Source: an optimization exercise on an open RTL-to-GDS flow (aim: small area, a short achievable clock period and few clock cycles). Production flows keep margins and buffers that such runs may drop. Function was checked by simulation only, so behaviour that the tests miss may differ from the original. No activity file was given, so power comes from the tool's default toggle rates.

## design/flow/design.v

```verilog
module its_block (
    input  wire         clk,
    input  wire         rst,         
    input  wire         req_valid,
    output wire         req_ready,
    input  wire [31:0]  req_word,    
    output reg          resp_valid,
    output wire [31:0]  resp_word,   
    output wire [191:0] rec,         
    input  wire         tick,
    input  wire [3:0]   ch_pins,
    output wire         mem_rd,
    output wire [9:0]   mem_addr,
    input  wire [7:0]   mem_rdata
);
    localparam [7:0] OP_NOP      = 8'h00, OP_TMASK  = 8'h01, OP_TUNMASK = 8'h02,
                     OP_ERRRD    = 8'h03, OP_ERRCLR = 8'h04, OP_STATRD  = 8'h05,
                     OP_CRCCLR   = 8'h10, OP_CRCBYTE = 8'h11, OP_CRCRD  = 8'h12,
                     OP_CRCCHAN  = 8'h13, OP_CRCMSG = 8'h14, OP_CRCCMPC = 8'h15,
                     OP_CRCCMPM  = 8'h16, OP_MSGCHK = 8'h17,
                     OP_LDW      = 8'h20, OP_LDM    = 8'h21, OP_LDE     = 8'h22,
                     OP_RDW      = 8'h23, OP_RDM    = 8'h24, OP_RDE     = 8'h25,
                     OP_TINIT    = 8'h26, OP_ARMM   = 8'h27, OP_EDGE    = 8'h28,
                     OP_SELIDX   = 8'h30, OP_SELACT = 8'h31, OP_SELNEXT = 8'h32,
                     OP_CHLATCH  = 8'h33, OP_CHCMD  = 8'h34, OP_CHRD    = 8'h35;
    function [15:0] crc_step;
        input [15:0] c;
        input [7:0]  b;
        integer k;
        reg [15:0] t;
        begin
            t = c ^ {b, 8'h00};
            for (k = 0; k < 8; k = k + 1)
                t = t[15] ? ((t << 1) ^ 16'h1021) : (t << 1);
            crc_step = t;
        end
    endfunction
    function [9:0] r5_addr;
        input [3:0] c;
        begin
            case (c)
                4'd0:    r5_addr = 10'd20;
                4'd1:    r5_addr = 10'd44;
                4'd2:    r5_addr = 10'd68;
                4'd3:    r5_addr = 10'd92;
                4'd4:    r5_addr = 10'd116;
                4'd5:    r5_addr = 10'd140;
                4'd6:    r5_addr = 10'd164;
                4'd7:    r5_addr = 10'd188;
                4'd8:    r5_addr = 10'd212;
                4'd9:    r5_addr = 10'd236;
                4'd10:   r5_addr = 10'd260;
                default: r5_addr = 10'd284;
            endcase
        end
    endfunction
    function [3:0] mod12;
        input [7:0] i;
        reg [1:0] m;
        begin
            case (i[7:2])
                6'd0: m = 2'd0;
                6'd1: m = 2'd1;
                6'd2: m = 2'd2;
                6'd3: m = 2'd0;
                6'd4: m = 2'd1;
                6'd5: m = 2'd2;
                6'd6: m = 2'd0;
                6'd7: m = 2'd1;
                6'd8: m = 2'd2;
                6'd9: m = 2'd0;
                6'd10: m = 2'd1;
                6'd11: m = 2'd2;
                6'd12: m = 2'd0;
                6'd13: m = 2'd1;
                6'd14: m = 2'd2;
                6'd15: m = 2'd0;
                6'd16: m = 2'd1;
                6'd17: m = 2'd2;
                6'd18: m = 2'd0;
                6'd19: m = 2'd1;
                6'd20: m = 2'd2;
                6'd21: m = 2'd0;
                6'd22: m = 2'd1;
                6'd23: m = 2'd2;
                6'd24: m = 2'd0;
                6'd25: m = 2'd1;
                6'd26: m = 2'd2;
                6'd27: m = 2'd0;
                6'd28: m = 2'd1;
                6'd29: m = 2'd2;
                6'd30: m = 2'd0;
                6'd31: m = 2'd1;
                6'd32: m = 2'd2;
                6'd33: m = 2'd0;
                6'd34: m = 2'd1;
                6'd35: m = 2'd2;
                6'd36: m = 2'd0;
                6'd37: m = 2'd1;
                6'd38: m = 2'd2;
                6'd39: m = 2'd0;
                6'd40: m = 2'd1;
                6'd41: m = 2'd2;
                6'd42: m = 2'd0;
                6'd43: m = 2'd1;
                6'd44: m = 2'd2;
                6'd45: m = 2'd0;
                6'd46: m = 2'd1;
                6'd47: m = 2'd2;
                6'd48: m = 2'd0;
                6'd49: m = 2'd1;
                6'd50: m = 2'd2;
                6'd51: m = 2'd0;
                6'd52: m = 2'd1;
                6'd53: m = 2'd2;
                6'd54: m = 2'd0;
                6'd55: m = 2'd1;
                6'd56: m = 2'd2;
                6'd57: m = 2'd0;
                6'd58: m = 2'd1;
                6'd59: m = 2'd2;
                6'd60: m = 2'd0;
                6'd61: m = 2'd1;
                6'd62: m = 2'd2;
                6'd63: m = 2'd0;
                default: m = 2'd0;
            endcase
            mod12 = {m, i[1:0]};
        end
    endfunction
    function legal_word;
        input [31:0] q;
        reg [7:0] o;
        reg ua, uv, kn;
        begin
            o  = q[31:24];
            ua = (o == OP_CRCBYTE) || (o == OP_SELIDX) || (o == OP_CHCMD);
            uv = (o == OP_CRCCMPC) || (o == OP_CRCCMPM) || (o == OP_LDW) ||
                 (o == OP_LDM) || (o == OP_LDE);
            kn = (o <= 8'h05) ||
                 (o >= 8'h10 && o <= 8'h17) ||
                 (o >= 8'h20 && o <= 8'h28) ||
                 (o >= 8'h30 && o <= 8'h35);
            legal_word = kn && (ua || q[23:16] == 8'h00) && (uv || q[15:0] == 16'h0000);
        end
    endfunction
    reg [15:0] crc_acc;
    reg        err_flag;
    reg        msg_valid;
    reg [15:0] wait_t;
    reg [15:0] msg_t;
    reg [15:0] elem_t;
    reg [15:0] elem_rl;
    reg [15:0] dly_rl;
    reg        edge_flag;
    reg        tick_mask;
    reg        tick_pending;
    reg [3:0]  ch_base;
    reg [3:0]  ch_delta;
    reg        reload_req;
    reg  [3:0] ch_active;    
    wire [15:0] chrd     = {3'd0, reload_req, ch_active, ch_delta, ch_base};
    reg        rdy;
    reg        go;           
    reg [31:0] w;            
    reg [3:0]  pins;         
    assign req_ready = rdy;
    reg [1:0]  r_st;
    reg [1:0]  r_aux;
    reg [15:0] rv;
    assign resp_word = {6'd0, r_st, 6'd0, r_aux, rv};
    reg        rd;
    reg [9:0]  addr;
    reg [1:0]  tg0;
    reg        rv1;
    reg [9:0]  a1;
    reg [1:0]  tg1;
    reg        dv;
    reg [9:0]  a2;
    reg [1:0]  tg2;
    wire [7:0] md   = sr[7:0];      
    wire [7:0] prev = sr[15:8];     
    assign mem_rd   = rd;
    assign mem_addr = addr;
    reg [191:0] sr;
    assign rec = {sr[159:0], sr[191:160]};
    reg        seq;          
    reg        fin;          
    reg        last1;        
    reg        m_chan, m_msg, m_hdr, m_sel, m_cmp, m_init;
    reg [8:0]  spx;          
    reg [4:0]  gcnt;         
    reg        hs;           
    reg        gx;           
    reg        ff;           
    reg        fb, e_fl, dok;
    reg [3:0]  sel_c;
    wire [7:0]  op = w[31:24];
    wire [7:0]  qa = w[23:16];
    wire [15:0] qv = w[15:0];
    reg  legal;              
    wire [3:0] cmd_code = qa[7:4];
    wire [3:0] cmd_k    = qa[3:0];
    wire [3:0] act1 = ch_active + 4'd1;
    reg  [3:0] sel_i;
    always @* begin
        case (op[1:0])
            2'd0:    sel_i = mod12(qa);
            2'd1:    sel_i = mod12({4'd0, ch_active});
            default: sel_i = mod12({4'd0, act1});
        endcase
    end
    wire [15:0] crc_out = go ? crc_step(crc_acc, qa) : crc_step(rv, md);
    wire        tick_do = tick & ~tick_mask;
    wire [15:0] wait_d  = (wait_t != 16'd0) ? wait_t - 16'd1 : 16'd0;
    wire [15:0] msg_d   = (msg_t  != 16'd0) ? msg_t  - 16'd1 : 16'd0;
    wire        e_fire  = (elem_t[15:1] == 15'd0);
    wire [15:0] elem_d  = e_fire ? elem_rl : elem_t - 16'd1;
    wire        op_b    = go && legal;
    wire        op_unm  = op_b && (op == OP_TUNMASK);
    wire        op_ldw  = op_b && (op == OP_LDW);
    wire        op_ldm  = op_b && (op == OP_LDM);
    wire        op_lde  = op_b && (op == OP_LDE);
    wire        op_armm = op_b && (op == OP_ARMM);
    wire        op_edge = op_b && (op == OP_EDGE);
    wire        dlv     = tick_do || (op_unm && tick_pending);
    wire        c_act    = seq && dv;
    wire        md_ff    = (md == 8'hFF);
    wire        md_esc   = (md == 8'h18);
    wire        md_f     = (md[7:4] == 4'hF);
    wire        sel_empty = ff && md_ff;
    wire        hit      = (a2 >= 10'd303) && (prev == 8'h18) && md_f;
    wire        scan     = c_act && m_hdr && (tg2 == 2'd1);
    wire        chk_f    = scan && md_f;                         
    wire        chk_e    = scan && md_esc && (a2 != 10'd541);    
    wire        chk_req  = chk_f || chk_e;
    wire [9:0]  chk_addr = chk_f ? {a2[9:1], 1'b0} : a2 + 10'd1;
    wire        found    = c_act && m_hdr &&
                           ((tg2 == 2'd2 && md_esc) || (tg2 == 2'd3 && md_f));
    wire [7:0]  found_len = a2[7:0] - ((tg2 == 2'd2) ? 8'h1E : 8'h1F);
    wire        hdr_none = seq && m_hdr && gx && !rd && !rv1 && !dv;
    wire        hdr_end  = found || hdr_none;
    wire        chan_end = c_act && m_chan && (a2 == 10'd287);
    wire        msg_end  = c_act && m_msg && (hit || a2 == 10'd541);
    wire        crc_ok   = chan_end || (msg_end && hit);     
    wire        seq_end  = chan_end || msg_end || hdr_end;
    wire        init_ok  = hdr_end && m_init && found && dok;   
    wire        op_crcclr  = op_b && (op == OP_CRCCLR);
    wire        op_crcbyte = op_b && (op == OP_CRCBYTE);
    wire        op_latch   = op_b && (op == OP_CHLATCH);
    wire        op_selact  = op_b && (op == OP_SELACT);
    wire        op_cmd     = op_b && (op == OP_CHCMD);
    wire        cmd_c      = op_cmd && (cmd_code == 4'hC);
    wire        cmd_b      = op_cmd && (cmd_code == 4'hB);
    wire        cmd_9      = op_cmd && (cmd_code == 4'h9) && (ch_delta > cmd_k);
    wire [15:0] wait_v  = op_ldw ? qv : wait_t;
    wire [15:0] msg_v   = op_ldm ? qv : (op_armm ? dly_rl : msg_t);
    wire [15:0] elem_v  = (op_lde || init_ok) ? qv : elem_t;
    wire [15:0] wait_n  = dlv ? wait_d : wait_v;
    wire [15:0] msg_n   = dlv ? msg_d  : msg_v;
    wire [15:0] elem_n  = dlv ? elem_d : elem_v;
    wire [15:0] crc_n   = op_crcclr ? 16'd0 : ((op_crcbyte || crc_ok) ? crc_out : crc_acc);
    wire [3:0]  base_n  = op_latch ? pins : (cmd_c ? cmd_k : ch_base);
    wire [3:0]  delta_n = (cmd_c || cmd_9) ? 4'd0 : (cmd_b ? ch_delta + cmd_k : ch_delta);
    wire        reload_n = (op_latch || cmd_c || cmd_b || cmd_9) ? 1'b1 :
                           (op_selact ? 1'b0 : reload_req);
    wire [3:0]  act_n   = op_latch ? pins + ch_delta :
                          cmd_c    ? cmd_k :
                          cmd_b    ? ch_active + cmd_k :
                          cmd_9    ? ch_base : ch_active;
    reg        b_store;      
    reg [1:0]  b_st, b_aux;
    reg [15:0] b_val;
    always @* begin
        b_store = 1'b0;
        b_st    = 2'd0;
        b_aux   = 2'd0;
        b_val   = 16'd0;
        if (!legal) begin
            b_st = 2'd3;
        end else begin
            case (op)
            OP_TUNMASK: b_val = {15'd0, tick_pending};
            OP_ERRRD,
            OP_ERRCLR:  b_val = {15'd0, err_flag};
            OP_STATRD:  b_val = {4'd0, ch_active, (msg_t == 16'd0), (wait_t == 16'd0),
                                 tick_pending, tick_mask, reload_req, msg_valid,
                                 err_flag, edge_flag};
            OP_CRCCLR, OP_CRCBYTE, OP_CRCRD:
                        b_val = crc_n;
            OP_CRCCHAN, OP_CRCCMPC, OP_CRCMSG, OP_CRCCMPM, OP_MSGCHK, OP_TINIT,
            OP_SELIDX, OP_SELACT, OP_SELNEXT:
                        b_store = 1'b1;
            OP_LDW, OP_RDW:
                        b_val = wait_v;
            OP_LDM, OP_RDM, OP_ARMM:
                        b_val = msg_v;
            OP_LDE, OP_RDE:
                        b_val = elem_v;
            OP_EDGE:    b_val = {15'd0, edge_flag};
            OP_CHLATCH, OP_CHCMD, OP_CHRD: begin
                b_val = {3'd0, reload_n, act_n, delta_n, base_n};
                if (op == OP_CHCMD) begin
                    if (cmd_code == 4'hC || cmd_code == 4'hB || cmd_9)
                        b_aux = 2'd3;
                    else if (cmd_code == 4'h9)
                        b_aux = 2'd1;
                end
            end
            default: ;
            endcase
        end
    end
    wire        sel_fb   = c_act && m_sel && (tg2 == 2'd2) && sel_empty && !fb &&
                           (sel_c != 4'd0);
    reg [1:0]  f_st, f_aux;
    reg [15:0] f_val;
    always @* begin
        f_st  = 2'd0;
        f_aux = 2'd0;
        f_val = 16'd0;
        if (fin) begin
            f_val = crc_acc;
            f_st  = {1'b0, crc_acc != qv};
        end else if (last1) begin
            f_aux = {e_fl, fb};
            f_val = {4'd0, sel_c, 4'd0, fb ? 4'd0 : sel_c};
        end else if (m_hdr) begin
            f_st  = (found && dok) ? 2'd0 : 2'd2;
            f_aux = {dok, found};
            f_val = m_init ? qv : (found ? {8'd0, found_len} : 16'd0);
        end else if (msg_end && !hit) begin
            f_st  = 2'd2;
        end else if (c_act) begin
            f_val = crc_out;
        end
    end
    wire f_resp = fin || last1 || (seq_end && !(crc_ok && m_cmp));
    always @(posedge clk) begin
        sr <= {sr[183:0], mem_rdata};
        a1 <= addr;
        a2 <= a1;
        tg1 <= tg0;
        tg2 <= tg1;
        if (go) begin
            r_st  <= b_st;
            r_aux <= b_aux;
            rv    <= b_val;
        end else begin
            r_st  <= f_st;
            r_aux <= f_aux;
            rv    <= f_val;
        end
    end
    always @(posedge clk) begin
        if (!(go || seq || fin)) begin
            w    <= req_word;
        end
        pins  <= ch_pins;
        legal <= legal_word(req_word);
        addr <= addr + 10'd1;
        if (go && legal) begin
            m_chan <= (op == OP_CRCCHAN) || (op == OP_CRCCMPC);
            m_msg  <= (op == OP_CRCMSG) || (op == OP_CRCCMPM);
            m_hdr  <= (op == OP_MSGCHK) || (op == OP_TINIT);
            m_sel  <= (op == OP_SELIDX) || (op == OP_SELACT) || (op == OP_SELNEXT);
            m_cmp  <= (op == OP_CRCCMPC) || (op == OP_CRCCMPM);
            m_init <= (op == OP_TINIT);
            tg0    <= 2'd0;
            hs     <= 1'b0;
            gx     <= 1'b0;
            sel_c  <= sel_i;
            gcnt   <= 5'd0;
            case (op)
            OP_CRCCHAN, OP_CRCCMPC: addr <= 10'd0;
            OP_CRCMSG, OP_CRCCMPM:  addr <= 10'd288;
            OP_MSGCHK, OP_TINIT:    addr <= 10'd290;
            OP_SELIDX, OP_SELACT, OP_SELNEXT: begin
                addr <= r5_addr(sel_i);
                tg0  <= 2'd1;
                ff   <= 1'b1;
                fb   <= 1'b0;
            end
            default: ;
            endcase
        end
        if (seq && rd && m_sel) begin
            gcnt <= gcnt + 5'd1;
            if (gcnt == 5'd3)
                addr <= addr - 10'd23;
            tg0  <= (gcnt == 5'd0 || gcnt == 5'd1) ? 2'd1 :
                    (gcnt == 5'd2) ? 2'd2 : 2'd0;
        end
        if (seq && m_hdr) begin
            if (!hs) begin
                tg0 <= 2'd0;
                if (addr == 10'd293) begin
                    addr <= 10'd303;
                    spx  <= 9'd152;      
                    tg0  <= 2'd1;
                    hs   <= 1'b1;
                end
            end else if (chk_req) begin
                addr <= chk_addr;
                tg0  <= chk_f ? 2'd2 : 2'd3;
            end else if (!gx) begin
                addr <= {spx, 1'b1};
                tg0  <= 2'd1;
                spx  <= spx + 9'd1;
                if (spx == 9'd270)       
                    gx <= 1'b1;
            end
        end
        if (c_act) begin
            if (m_hdr && tg2 == 2'd0) begin
                if (!a2[2]) begin
                    w[15:0] <= {w[7:0], md};
                    if (a2[0])
                        dok <= !(w[7:0] == 8'hFF && md_ff);
                end else
                    w[31:16] <= {w[23:16], md};
            end
            if (m_sel && tg2 != 2'd0) begin
                ff <= sel_empty;
                if (tg2 == 2'd2) begin
                    e_fl <= sel_empty;
                    if (sel_empty) fb <= 1'b1;
                end
            end
        end
        if (sel_fb) begin
            addr <= 10'd20;
            tg0  <= 2'd1;
            gcnt <= 5'd0;
            ff   <= 1'b1;
        end
    end
    always @(posedge clk) begin
        if (rst) begin
            rdy          <= 1'b1;
            go           <= 1'b0;
            resp_valid   <= 1'b0;
            rd           <= 1'b0;
            rv1          <= 1'b0;
            dv           <= 1'b0;
            seq          <= 1'b0;
            fin          <= 1'b0;
            last1        <= 1'b0;
        end else begin
            go    <= rdy && req_valid;
            if (rdy && req_valid)
                rdy <= 1'b0;
            rv1   <= rd;
            dv    <= rv1;
            fin   <= 1'b0;
            last1 <= 1'b0;
            resp_valid <= (go && !(legal && b_store)) || f_resp;
            if ((go && !(legal && b_store)) || f_resp)
                rdy <= 1'b1;
            if (go && legal && b_store) begin
                seq <= 1'b1;
                rd  <= 1'b1;
            end
            if (seq && rd && (m_chan || m_msg)) begin
                if (m_chan ? (addr == 10'd287) : (addr == 10'd541))
                    rd <= 1'b0;
            end
            if (seq && rd && m_sel && gcnt == 5'd23) begin
                rd    <= 1'b0;
                last1 <= 1'b1;
            end
            if (seq && m_hdr)
                rd <= chk_req || !gx;
            if (sel_fb) begin
                rd   <= 1'b1;
                rv1  <= 1'b0;
                dv   <= 1'b0;
            end
            if (seq_end) begin
                seq <= 1'b0;
                rd  <= 1'b0;
                rv1 <= 1'b0;
                dv  <= 1'b0;
                if (crc_ok && m_cmp)
                    fin <= 1'b1;
            end
            if (last1) begin
                seq <= 1'b0;
                rv1 <= 1'b0;
                dv  <= 1'b0;
            end
        end
    end
    reg rst_r;
    always @(posedge clk)
        rst_r <= rst;
    always @(posedge clk) begin
        if (rst_r) begin
            crc_acc      <= 16'd0;
            err_flag     <= 1'b0;
            msg_valid    <= 1'b0;
            wait_t       <= 16'd0;
            msg_t        <= 16'd0;
            elem_t       <= 16'd0;
            elem_rl      <= 16'd0;
            dly_rl       <= 16'd0;
            edge_flag    <= 1'b0;
            tick_mask    <= 1'b1;
            tick_pending <= tick;
            ch_base      <= 4'd0;
            ch_delta     <= 4'd0;
            ch_active    <= 4'd0;
            reload_req   <= 1'b1;
        end else begin
            if (go && legal) begin
                case (op)
                OP_TMASK:   tick_mask <= 1'b1;
                OP_TUNMASK: tick_mask <= 1'b0;
                OP_ERRCLR:  err_flag <= 1'b0;
                default: ;
                endcase
            end
            if (seq_end) begin
                if (m_msg && !hit && m_cmp)
                    err_flag <= 1'b1;
                if (m_hdr)
                    msg_valid <= found && dok;
            end
            if (fin && crc_acc != qv)
                err_flag <= 1'b1;
            wait_t     <= wait_n;
            msg_t      <= msg_n;
            elem_t     <= elem_n;
            crc_acc    <= crc_n;
            ch_base    <= base_n;
            ch_delta   <= delta_n;
            ch_active  <= act_n;
            reload_req <= reload_n;
            if (op_lde || init_ok)
                elem_rl <= qv;
            if (init_ok)
                dly_rl <= w[31:16];
            if (dlv && e_fire)
                edge_flag <= 1'b1;
            else if (op_edge || init_ok)
                edge_flag <= 1'b0;
            if (tick && tick_mask)
                tick_pending <= 1'b1;
            else if (op_unm)
                tick_pending <= 1'b0;
        end
    end
endmodule
```

## design/flow/flow/run.sh

```bash
#!/bin/bash
# Standard ORFS layout (the standard.sh), with timing repair aiming below the clock
# period and small port buffers.
set -euo pipefail
bash standard.sh SETUP_SLACK_MARGIN=6.65 'BUFFER_PORTS_ARGS=-buffer_cell sky130_fd_sc_hd__buf_1' finish > standard_finish.log 2>&1
```

## design/flow/standard.sh

```bash
#!/bin/bash
# synth_recipe.tcl (not shown) runs the flow's synth.tcl, then flattens the netlist and writes it again
# the make line also repeats each setting of config.mk as NAME=value (left out here)
make -C /OpenROAD-flow-scripts/flow DESIGN_CONFIG=/design/flow/config.mk WORK_HOME=/design/flow/orfs CLKGATE_MAP_FILE= SYNTH_SCRIPT=/design/flow/synth_recipe.tcl "${@:-finish}"
```

## design/flow/config.mk

```make
export PLATFORM = sky130hd
export DESIGN_NAME = its_block
export DESIGN_NICKNAME = its_block
export VERILOG_FILES = /design/flow/design.v
export SDC_FILE = /design/flow/constraint.sdc
export NUM_CORES = 4
export LEC_CHECK = 0
export CAP_MARGIN = 20
export CORE_MARGIN = 2
export CORE_UTILIZATION = 45
export CTS_BUF_LIST = sky130_fd_sc_hd__clkbuf_8
export CTS_CLUSTER_DIAMETER = 40
export CTS_CLUSTER_SIZE = 12
export SLEW_MARGIN = 20
```

## design/flow/constraint.sdc

```tcl
create_clock -name core_clock -period 10.0 [get_ports {clk}]
set_input_delay 2.0000 -clock core_clock [delete_from_list [all_inputs] [get_ports {clk}]]
set_output_delay 2.0000 -clock core_clock [all_outputs]
set_load 0.01 [all_outputs]
```

==> run summary <==
-- flip-flops by register name, summed over array words and instances (netlist names), 4 cells and up, named ones only --
signal     cells
a1            10
ch_active      4
crc_acc       16
elem_rl       16
spx            9
wait_t        16
a2            10
addr          10
msg_t         16
rv            16
sr           192
gcnt           5
ch_delta       4
elem_t        16
pins           4
dly_rl        16
ch_base        4
sel_c          4
w             32
-- layout make-up --
type,count,area (sq um),share of cell area [%]
Antenna cell,2,5.00,0.0223
Clock buffer,72,991,4.42
Clock inverter,47,517,2.30
Inverter,45,169,0.753
Multi-Input combinational cell,1530,9650,43.0
Sequential cell,441,9090,40.5
Tap cell,539,674,3.01
Timing Repair Buffer,308,1330,5.93
-- layout by cell type (no fill, tap or decap), drive strengths merged, types with 44 or more instances in the layout --
cell type,n
buf,305
dfxtp,419
xor2,45
nor2,204
inv,63
mux2i,82
o21ai,92
nand3,44
clkbuf,75
nor3,52
xnor2,85
a21oi,178
nand2,244
-- final timing paths --
path                    end  slack (ns)
min          tg2[0]$_DFF_P_        0.33
max reg2reg  rv[12]$_DFF_P_        6.66
max          rv[12]$_DFF_P_        6.66
min reg2reg  tg2[0]$_DFF_P_        0.33
-- metal layers --
layer	routed length (um)	track usage [%]	up-vias	part of all wire, %
met5	0	0	-	0
met4	2340	12.2	0	3.3
met3	7310	6.90	130	10
met2	31500	48.0	982	45
met1	29200	42.0	8403	42
li1	-	-	8110	-
-- stage by stage --
stage	hold WS [ns]	setup WS (ns)	std cells	cell area, sq um
after floorplan	0.310	6.74	2161	19400
after global placement	0.310	6.08	2853	20700
after detailed placement	0.312	6.06	2853	20700
after CTS	0.322	6.65	2976	22300
after global routing	0.328	6.56	2982	22400
final	0.328	6.66	2984	22400
-- logic make-up after synthesis --
family                     count (synthesis)  synth area share, %
muxes                                     98                 5.17
xor gates and xnor gates                 130                 5.89
AOI/OAI and AO/OA                        474                 15.6
other                                      1               0.0194
and+or+nand+nor                          778                 19.8
DFF                                      441                 46.8
buffers and inverters                    190                 4.20
adders and majority gates                 38                 2.57
-- power groups by stage --
stage          clock network, mW  registers, mW  logic, mW
5_1_grt                     1.80           1.91      0.277
3_3_place_gp                   0           1.94      0.245
3_5_place_dp                   0           1.94      0.246
6_report                    1.69           1.91      0.258
4_1_cts                     1.72           1.91      0.251
2_1_floorplan                  0           1.92      0.151
-- worst reg2reg max path, delay by kind of cell (launching register included) --
family / cells / cell delay, ns
and+or+nand+nor: 3 / 1.71
DFF: 1 / 0.31
AOI/OAI and AO/OA: 3 / 0.84
buffers and inverters: 1 / 0.32
-- timing repair --
| item | 4_1_cts | 5_1_grt |
|---|---|---|
| setup endpoints to repair | 43 | 39 |
| resized for setup | 40 | 19 |
| setup buffers | 4 | 6 |
==> impl_results.md <==
- Status: complete, no violations
- Nets: 2,479
- Die W: 211 um
- Peak VDD IR: 115 uV
- Period minus WS final: 3.34 ns
- Slew headroom: 22.9%
- Seq cells post-synth: 441
- Cell Pwr Density: 172 nW/um^2
- Final WL: 70,300 um
- Initial Utilization: 45.8%
- Largest net degree at the start of global routing: 91
- Max Slew Vio Count: 0
- Die area: 44,700 sq um
- Core area: 42,200 sq um
- Most common cell in the netlist: dfxtp_1
- Final hold viol count: 0
- CP Capture Type: register
- Pwr Total: 3.85 mW
- Clock slew at reported path FFs: 0.07 ns
- Share of layout cells above drive strength 1: 9.58%
- Hold_sp: tg1[0]$_DFF_P_
- GR Overflow Total: 0
- CTS tree: built
- HP Class: register to register
- Post-synthesis sequential area ratio: 46.8%
- Iter 0 DRT Violations: 2,262
- Required time of the critical path: 10.50 ns
- Register-to-Register Path Depth: 7
- Post-route setup TNS: 0 ns
- Slowest cell on crit path: or4bb_1
- Num CTS Buffers: 67
- Crit path launch: go$_SDFF_PP0_
- Sequential fraction of design power: 49.5%
- I/O Pins: 285
- Via density: 5.91
- Leak pwr: 8.80 nW
- Logic pwr share: 6.7%
- Critical Path Stages: 7
- Hold Path Depth: 0
- Gate Count Post-Synth: 2,150
- Cells along the critical path: buf_4 -> or4bb_1 -> or3_1 -> o211ai_1 -> o221ai_1 -> nor3_1 -> o221ai_1
- Int Pwr: 2.81 mW
- Startpoint types: register
- Clock share of power: 43.8%
- Antenna Nets Post-Route: 0
- Synth top area share: 43.4%
- Residual DRC count: 0
- Least-Margin Pin Slew: 1.15 ns
- Dpl hpwl: 51,700 um
- Async set or reset register ratio after synthesis: 0%
- Post-synth EDFFs: 22
- GP Congestion: 0.982
- Yosys cell types: 91
- Largest area contributor in the netlist: dfxtp_1
- Area delta synth->final: 15.9%
- NetSw: 1.05 mW
- Worst setup path class: register to register
- Fill count: 4,019
- Synthesized cell area: 19,300 sq um
- H-tree lvl count: 3
- Initial antenna violation count: 1
- Unrepaired setup endpoints after global routing: true
- Yosys warnings: 1
- Buf+Inv Stages, Crit Path: 1
- Max stage delay on crit path: 0.72 ns
- Synthesized area per cell: 9.00 sq um
- Worst Clk Skew: 0.0353 ns
- Routed vias: 17.6k
- Worst-Skew Late Latency: 0.66 ns
- Overall Global Routing Usage: 31.0%
- Global-route wire length before repair: 104,000 um
- Final core area utilization: 53.1%
- Number of global-route vias before repair: 16.4k
- Final number of setup-violating endpoints: 0
- Maxcap violations: 0
- Routed WL per cell: 23.6 um
- IO Port Bufs: 272
- Critical Path AT: 3.85 ns
- Clock Path Buffers: 3
- Final period utilization: 33.4%
- Pre-antenna DRT Iters: 8
- Synth top cells by count: dfxtp_1, nand2_1, nor2_1
- CP Max Fanout: 29
- Critical Path Most Common Cell: o221ai_1
- Clock Tree Root: clkbuf_8
- Sink Count: 441
- Prevailing post-synth register cell: dfxtp_1
- CP delay by family, top: simple AND/OR/NAND/NOR gates
- Worst r2r src: go$_SDFF_PP0_
- Synth area leaders: dfxtp_1, nand2_1, a21oi_1
- Cell row count: 75
- Die H: 211 um
- Hold Buf Count CTS: 0
- FMAX: 299 MHz
- Switching share of power: 27.2%
Testbench counts, summed over its fixed seeds: cycles 88,706.

port drivers added, routing unchanged:
In the flow no input, the clock included, has a driving cell. The finished layout below was timed again as built, in two steps. Step 1 assumes that a clkbuf_16 drives the clock port and a buf_2 every other input. Step 2 times the ports against the registers' clock, not the clock port: input delays grow and output delays shrink by t, the midpoint of the rising clock arrivals with the driver on. Three values: ideal ports, drivers, drivers and shift; two values: the first two.
t, ns: 0.695
setup WS [ns]: 6.657 / 6.622 / 6.350
worst setup path at the end: input to register
latest minus earliest clock arrival (ns): 0.038 / 0.038
After both steps this run still meets setup and hold. The setup slack of this run moves by -0.035 ns with the drivers and by -0.307 ns with both steps.
